From an optimization exercise on the open Yosys and OpenROAD flow, aimed at small area, a short achievable clock period and few clock cycles per item; shortcuts taken in it are not production practice. Only simulation tests tie the RTL to the original design; equivalence was not proved. Power and IR drop assume default switching activity.

## flow/config.mk

```make
export PLATFORM = sky130hd
export DESIGN_NAME = nova16_alu
export DESIGN_NICKNAME = nova16_alu
export VERILOG_FILES = /design/flow/design.v
export SDC_FILE = /design/flow/constraint.sdc
export NUM_CORES = 4
export LEC_CHECK = 0
export CAP_MARGIN = 20
export CORE_MARGIN = 2
export CORE_UTILIZATION = 40
export SLEW_MARGIN = 20
```

## flow/constraint.sdc

```tcl
create_clock -name core_clock -period 13.0 [get_ports {clk}]
set_input_delay 2.6000 -clock core_clock [delete_from_list [all_inputs] [get_ports {clk}]]
set_output_delay 2.6000 -clock core_clock [all_outputs]
set_load 0.01 [all_outputs]
```

## flow/design.v

```verilog
`timescale 1ns/1ps
module nova16_alu (
    input  wire        clk,
    input  wire        rst,         
    input  wire        in_valid,
    output wire        in_ready,
    input  wire [7:0]  op,          
    input  wire        w16,         
    input  wire [15:0] a,           
    input  wire [15:0] b,           
    input  wire [11:0] flags_in,
    output reg         out_valid,
    output reg  [15:0] result,
    output reg         wr,          
    output reg         div_fault,   
    output reg  [11:0] flags_out
);
    localparam [7:0] OP_ADD = 8'h11, OP_SUB = 8'h12, OP_MUL = 8'h13, OP_DIV = 8'h14,
                     OP_INC = 8'h15, OP_DEC = 8'h16, OP_CMP = 8'h17, OP_AND = 8'h18,
                     OP_OR  = 8'h19, OP_XOR = 8'h1A, OP_NOT = 8'h1B, OP_SHL = 8'h1C,
                     OP_SHR = 8'h1D, OP_ROL = 8'h1E, OP_ROR = 8'h1F, OP_BTST = 8'h20,
                     OP_BSET = 8'h21, OP_BCLR = 8'h22, OP_BFLIP = 8'h23;
    localparam FS = 1, FV = 2, FC = 6, FZ = 7, FP = 8;
    wire [15:0] mask = w16 ? 16'hFFFF : 16'h00FF;
    wire [15:0] am   = a & mask;
    wire [15:0] bm   = b & mask;
    wire [3:0]  k    = w16 ? b[3:0] : {1'b0, b[2:0]};    
    wire        sa   = w16 ? am[15] : am[7];
    wire        sb   = w16 ? bm[15] : bm[7];
    function automatic msb(input [15:0] x, input wide);
        msb = wide ? x[15] : x[7];
    endfunction
    wire [15:0] addend = (op == OP_INC || op == OP_DEC) ? 16'd1 : bm;
    wire        sadd   = msb(addend, w16);
    wire [16:0] sum    = {1'b0, am} + {1'b0, addend};
    wire [16:0] diff   = {1'b0, am} - {1'b0, addend};
    wire [15:0] sum_r  = sum[15:0] & mask;
    wire [15:0] diff_r = diff[15:0] & mask;
    wire        sum_c  = w16 ? sum[16] : sum[8];
    wire        diff_c = am < addend;
    wire        sum_v  = (sa == sadd) && (msb(sum_r, w16) != sa);
    wire        diff_v = (sa != sadd) && (msb(diff_r, w16) != sa);
    wire [31:0] prod    = am * bm;
    wire [15:0] mul_lo  = prod[15:0] & mask;
    wire [15:0] mul_hi  = w16 ? prod[31:16] : {8'h00, prod[15:8]};
    wire [15:0] mul_shi = (mul_hi - (sa ? bm : 16'd0) - (sb ? am : 16'd0)) & mask;
    wire        mul_c   = mul_hi != 16'd0;
    wire        mul_v   = mul_shi != (msb(mul_lo, w16) ? mask : 16'd0);
    wire [16:0] shl_t = {1'b0, am} << k;            
    wire [16:0] shr_t = {am, 1'b0} >> k;            
    wire [31:0] rol16 = {am, am} << k;
    wire [15:0] rol8  = {am[7:0], am[7:0]} << k;
    wire [31:0] ror16 = {am, am} >> k;
    wire [15:0] ror8  = {am[7:0], am[7:0]} >> k;
    wire [15:0] shl_r = shl_t[15:0] & mask;
    wire        shl_c = w16 ? shl_t[16] : shl_t[8];
    wire [15:0] shr_r = shr_t[16:1];
    wire        shr_c = shr_t[0];
    wire [15:0] rol_r = w16 ? rol16[31:16] : {8'h00, rol8[15:8]};
    wire [15:0] ror_r = w16 ? ror16[15:0]  : {8'h00, ror8[7:0]};
    wire [15:0] bit_m   = 16'd1 << k;
    wire        bit_old = (am & bit_m) != 16'd0;
    reg  [15:0] r;
    reg         r_wr, r_fault, set_zsp, set_c, set_v, set_z;
    reg         c_val, v_val, z_val;
    always @* begin
        r       = am;
        r_wr    = 1'b0;
        r_fault = 1'b0;
        set_zsp = 1'b0;
        set_c   = 1'b0;
        set_v   = 1'b0;
        set_z   = 1'b0;
        c_val   = 1'b0;
        v_val   = 1'b0;
        z_val   = 1'b0;
        case (op)
            OP_ADD, OP_INC: begin
                r = sum_r; r_wr = 1'b1; set_zsp = 1'b1;
                set_c = 1'b1; c_val = sum_c; set_v = 1'b1; v_val = sum_v;
            end
            OP_SUB, OP_DEC, OP_CMP: begin
                r = diff_r; r_wr = (op != OP_CMP); set_zsp = 1'b1;
                set_c = 1'b1; c_val = diff_c; set_v = 1'b1; v_val = diff_v;
            end
            OP_MUL: begin
                r = mul_lo; r_wr = 1'b1; set_zsp = 1'b1;
                set_c = 1'b1; c_val = mul_c; set_v = 1'b1; v_val = mul_v;
            end
            OP_DIV: begin
                r_fault = 1'b1;
            end
            OP_AND, OP_OR, OP_XOR, OP_NOT: begin
                case (op)
                    OP_AND:  r = am & bm;
                    OP_OR:   r = am | bm;
                    OP_XOR:  r = am ^ bm;
                    default: r = ~am & mask;
                endcase
                r_wr = 1'b1; set_zsp = 1'b1;
                set_c = 1'b1; c_val = 1'b0; set_v = 1'b1; v_val = 1'b0;
            end
            OP_SHL, OP_SHR, OP_ROL, OP_ROR: begin
                if (k != 4'd0) begin
                    case (op)
                        OP_SHL:  begin r = shl_r; c_val = shl_c; end
                        OP_SHR:  begin r = shr_r; c_val = shr_c; end
                        OP_ROL:  begin r = rol_r; c_val = rol_r[0]; end
                        default: begin r = ror_r; c_val = msb(ror_r, w16); end
                    endcase
                    r_wr = 1'b1; set_zsp = 1'b1; set_c = 1'b1;
                end
            end
            OP_BTST: begin
                set_z = 1'b1; z_val = !bit_old;
            end
            OP_BSET: begin
                r = am | bit_m; r_wr = 1'b1; set_z = 1'b1; z_val = 1'b0;
            end
            OP_BCLR: begin
                r = am & ~bit_m; r_wr = 1'b1; set_z = 1'b1; z_val = 1'b1;
            end
            OP_BFLIP: begin
                r = am ^ bit_m; r_wr = 1'b1; set_z = 1'b1; z_val = bit_old;
            end
            default: ;
        endcase
    end
    reg [11:0] f;
    always @* begin
        f = flags_in;
        if (set_zsp) begin
            f[FZ] = (r == 16'd0);
            f[FS] = msb(r, w16);
            f[FP] = ~^r[7:0];
        end
        if (set_z) f[FZ] = z_val;
        if (set_c) f[FC] = c_val;
        if (set_v) f[FV] = v_val;
    end
    reg        busy;
    reg [3:0]  cnt;
    reg [15:0] d_rem, d_quo, d_div;
    reg        d_w16;
    reg [11:0] d_flags;
    wire [16:0] d_trial   = {d_rem, d_quo[15]} - {1'b0, d_div};
    wire        d_take    = !d_trial[16];
    wire [15:0] d_rem_nxt = d_take ? d_trial[15:0] : {d_rem[14:0], d_quo[15]};
    wire [15:0] d_quo_nxt = {d_quo[14:0], d_take};
    reg [11:0] d_f;
    always @* begin
        d_f     = d_flags;
        d_f[FZ] = (d_quo_nxt == 16'd0);
        d_f[FS] = msb(d_quo_nxt, d_w16);
        d_f[FP] = ~^d_quo_nxt[7:0];
        d_f[FC] = 1'b0;
        d_f[FV] = 1'b0;
    end
    wire accept    = in_valid && in_ready;
    wire start_div = accept && (op == OP_DIV) && (bm != 16'd0);
    assign in_ready = !busy;
    always @(posedge clk) begin
        if (rst) begin
            busy      <= 1'b0;
            out_valid <= 1'b0;
        end else begin
            out_valid <= 1'b0;
            if (busy) begin
                d_rem <= d_rem_nxt;
                d_quo <= d_quo_nxt;
                cnt   <= cnt + 4'd1;
                if (cnt == 4'd15) begin
                    busy      <= 1'b0;
                    out_valid <= 1'b1;
                    result    <= d_quo_nxt;
                    wr        <= 1'b1;
                    div_fault <= 1'b0;
                    flags_out <= d_f;
                end
            end else if (start_div) begin
                busy    <= 1'b1;
                cnt     <= 4'd0;
                d_rem   <= 16'd0;
                d_quo   <= am;
                d_div   <= bm;
                d_w16   <= w16;
                d_flags <= flags_in;
            end else if (accept) begin
                out_valid <= 1'b1;
                result    <= r;
                wr        <= r_wr;
                div_fault <= r_fault;
                flags_out <= f;
            end
        end
    end
endmodule
```

## flow/run.sh

```bash
#!/bin/bash
# synth_recipe.tcl (not shown) runs the flow's synth.tcl, then flattens the netlist and writes it again
# the make line also repeats each setting of config.mk as NAME=value (left out here)
make -C /OpenROAD-flow-scripts/flow DESIGN_CONFIG=/design/flow/config.mk WORK_HOME=/design/flow/orfs CLKGATE_MAP_FILE= SYNTH_SCRIPT=/design/flow/synth_recipe.tcl finish
```

==> summary.txt <==
state kept, by name (all words and copies together), names as in the netlist, 4 cells and up:
name and count:
d_div 16, d_quo 16, d_rem 16, result 16, flags_out 12, d_flags 7, cnt 4
worst max-delay path, delay by kind of cell:
| family | cells | cell delay [ns] |
|---|---|---|
| fa+ha+maj | 9 | 4.31 |
| simple gates | 9 | 2.84 |
| xor+xnor | 2 | 0.31 |
| buf+inv | 6 | 0.89 |
| compound gates | 9 | 1.72 |
synth_stat cells, drive strengths merged, types with 29 or more instances:
cell type and count:
inv 363, nand2 267, nor2 261, ha 257, fa 212, a21oi 140
o21ai 135, clkbuf 127, edfxtp 90, and3 61, mux2i 61, xnor2 46
nand3 44, and2 38, nor3 38, buf 35, a211oi 34, a21o 29
where the power goes:
| part | internal [mW] | switching, mW | leakage [nW] |
|---|---|---|---|
| registers | 0.330 | 0.00185 | 0.848 |
| logic | 1.37 | 2.15 | 9.83 |
| clock network | 0.137 | 0.140 | 0.145 |
kinds of logic (layout without fill, tap and decap cells):
| logic type | Yosys count | in the layout |
|---|---|---|
| compound gates | 575 | 575 |
| xor+xnor | 63 | 63 |
| simple gates | 828 | 828 |
| flops | 92 | 92 |
| fa+ha+maj | 469 | 469 |
| mux | 104 | 104 |
| buf+inv | 531 | 583 |
layout make-up:
| type | instances | share of cell area (%) |
|---|---|---|
| Timing Repair Buffer | 198 | 7.079 |
| Sequential cell | 92 | 11.43 |
| Clock buffer | 9 | 0.9383 |
| Clock inverter | 7 | 0.3128 |
| Multi-Input combinational cell | 2039 | 70.84 |
| Tap cell | 696 | 3.628 |
| Inverter | 369 | 5.770 |
layer usage:
layer  vias up  global-route usage [%]  share of wire, %
met5         -                       0             0.037
met4         6                   16.92               6.1
met3       285                   5.772               9.5
met2      1161                   51.53                45
met1     10318                   42.22                40
li1       9216                       -                 -
cells in the final DEF (no fill, tap or decap), drive strengths merged, types with 17 or more instances in the layout:
master	n
a211oi	34
a21o	29
buf	115
mux2	21
nor3	38
xor2	17
nand2	267
nor2b	19
a221oi	17
and3	61
edfxtp	90
nor2	261
o21ai	135
o21a	18
o211ai	18
clkdlybuf4s50	83
and2	38
mux4	22
inv	368
mux2i	61
nand2b	27
o22ai	27
fa	212
a21oi	140
xnor2	46
ha	257
nand3	44
worst paths after layout:
check / start / to
worst max-delay path: b[3] / flags_out[2]
worst min-delay path: d_flags[10] / flags_out[10]
worst min register to register: d_flags[10] / flags_out[10]
worst max register to register: d_quo[15] / flags_out[8]
==> metrics.csv <==
stage;metric;value;unit
timing;WHS;0.5553;ns
critical_path;Slowest cell on crit path;fa_1;
route;Starting DRT DRC Count;2132;
placed_design;Inst Count DP;3394;
timing;fin crit share;96.91;%
timing;Max Freq;0.07937;GHz
synth;Yosys warning count;1;
clocking;Post-CTS Resized;0;
timing;TNS Setup;0;ns
power_and_ir_drop;Final Power;4.129;mW
synth;xor/xnor cell area share of the yosys netlist;2.570;%
timing;Worst-Margin Slew;1.199;ns
run;maxcap violations;0;
outcome;outcome;complete, no violations;
critical_path;most used cell, CP;fa_1;
global_route;first-pass GRT wire length;136300;um
placed_design;post-DP HPWL;70810;um
synth;FF+latch count, synth;92;
worst_hold_path;hold path cells;1;
clocking;clock slew at reported path FFs;0.08;ns
global_route;GRT Total Usage;32.42;%
synth;Seq/Total Area, Yosys;12.60;%
synth;Syn Area/Cell;8.174;um^2
floorplan;initial core utilization;40.43;%
synth;Post-Synth Adder-Cell Area;34.28;%
synth;Async SR Flop Fraction;0;%
timing;final clock skew;0.01395;ns
synth;EDFF count, synth;90;
layout;n_diodes;0;
timing;RSZ-0062 raised after global routing;false;
placed_design;Placer Congestion;1.019;
critical_path;Startpoint Class;input port;
clocking;hold buffers post-CTS;0;
synth;ys flop type;edfxtp_1;
layout;Post-Layout Cell Count;3410;
floorplan;Top Ports;88;
placed_design;Setup WS pre-CTS;0.1989;ns
synth;cell taking the most area after synthesis;fa_1;
floorplan;die height;237.2;um
synth;mux contribution to synthesized area;6.170;%
clocking;post-CTS setup buffer count;0;
critical_path;critical-path maximum fanout;7;
power_and_ir_drop;Pleak;10.82;nW
route;Total Wirelength;90710;um
clocking;clk buf depth;2;
global_route;initial antenna violation count;8;
timing;Rel. slew slack;19.22;%
layout;sequential cell area;2744;um^2
clocking;CTS Root Cell;clkbuf_16;
layout;fin area;24000;um^2
power_and_ir_drop;Max rail drop VDD;0.2950;mV
floorplan;row count;85;
placed_design;Port Buf Inserts;87;
route;final antenna-violating net count;0;
clocking;clock sink total;92;
floorplan;Std-Cell Core Area;53810;um^2
layout;Layout area overhead;10.32;%
timing;Final min period;12.60;ns
critical_path;crit end category;flop;
global_route;maximum number of pins on one net before global-route repair;64;
route;Residual DRC;0;
synth;Compound-Gate Fraction of Synth Area;17.37;%
critical_path;r2r setup slk;8.62;ns
route;vias;20986;
timing;max-slew violation count;0;
global_route;vias in the first global route;21340;
global_route;total grt overflow;0;
critical_path;kind of critical path;input port to flop;
timing;min setup slack post-route;0.4011;ns
route;WL/cell;26.60;um
floorplan;die footprint;56280;um^2
route;first-pass detailed-route iteration total;5;
synth;Post-Synthesis Cells;2662;
clocking;TritonCTS clock tree;yes;
critical_path;Worst EP arrival;12.70;ns
synth;Yosys top cell area share;19.51;%
layout;share of layout cells above drive strength 1;7.627;%
critical_path;slowest cell delay on critical path;0.59;ns
layout;nets;3234;
synth;ranking of synthesized cells by area;fa_1, ha_1, edfxtp_1;
timing;Final setup viols;0;
synth;synthesized area;21760;um^2
route;vias per cell;6.154;
clocking;worst skew pair latency;0.39;ns
synth;Yosys cell types;96;
synth;Simple-Gate Fraction of Synth Area;17.63;%
worst_hold_path;Hold WC Path Type;flop to flop;
floorplan;Die X-Extent;237.2;um
critical_path;Register-to-Register Path Depth;18;
timing;Fin. Hold Viols;0;
synth;largest family of logic cells by synthesized area;adder cells;
clocking;TritonCTS Buffers;9;
layout;fill cell total of the finished layout;5383;
layout;fin util;44.60;%
clocking;H-tree depth;3;
synth;syn_nets;3187;
placed_design;dpl cell area;23700;um^2
power_and_ir_drop;PwrDens;172.0;nW/um^2
critical_path;CP required;13.10;ns
layout;multi-input gate area in the final layout;17000;um^2
Testbench counts, summed over its fixed seeds: cycles 12,792, ops 8,000.

-- separate check: timing with driven ports --
How much do the figures lean on ideal ports? The routed layout below was timed once more, with nothing changed but the port constraints. Step 1, drivers: a clkbuf_16 drives clk and a buf_2 each remaining input, both assumed. Step 2 also shifts input and output timing later by t, the mid clock arrival at the registers, as if the neighbouring blocks saw the same clock. Slacks: ideal ports / drivers / drivers and shift; pairs: ideal ports / drivers.
t (ns): 0.438
setup slack, ns: 0.401 / 0.425 / -0.013
hold WS [ns]: 0.555 / 0.555 / 0.555
worst register clock-pin slew, ns: 0.08 / 0.08
With both steps, setup timing fails in this run, where it was met with ideal ports. For this run, drivers alone change the setup slack by +0.024 ns; drivers and shift together by -0.414 ns.
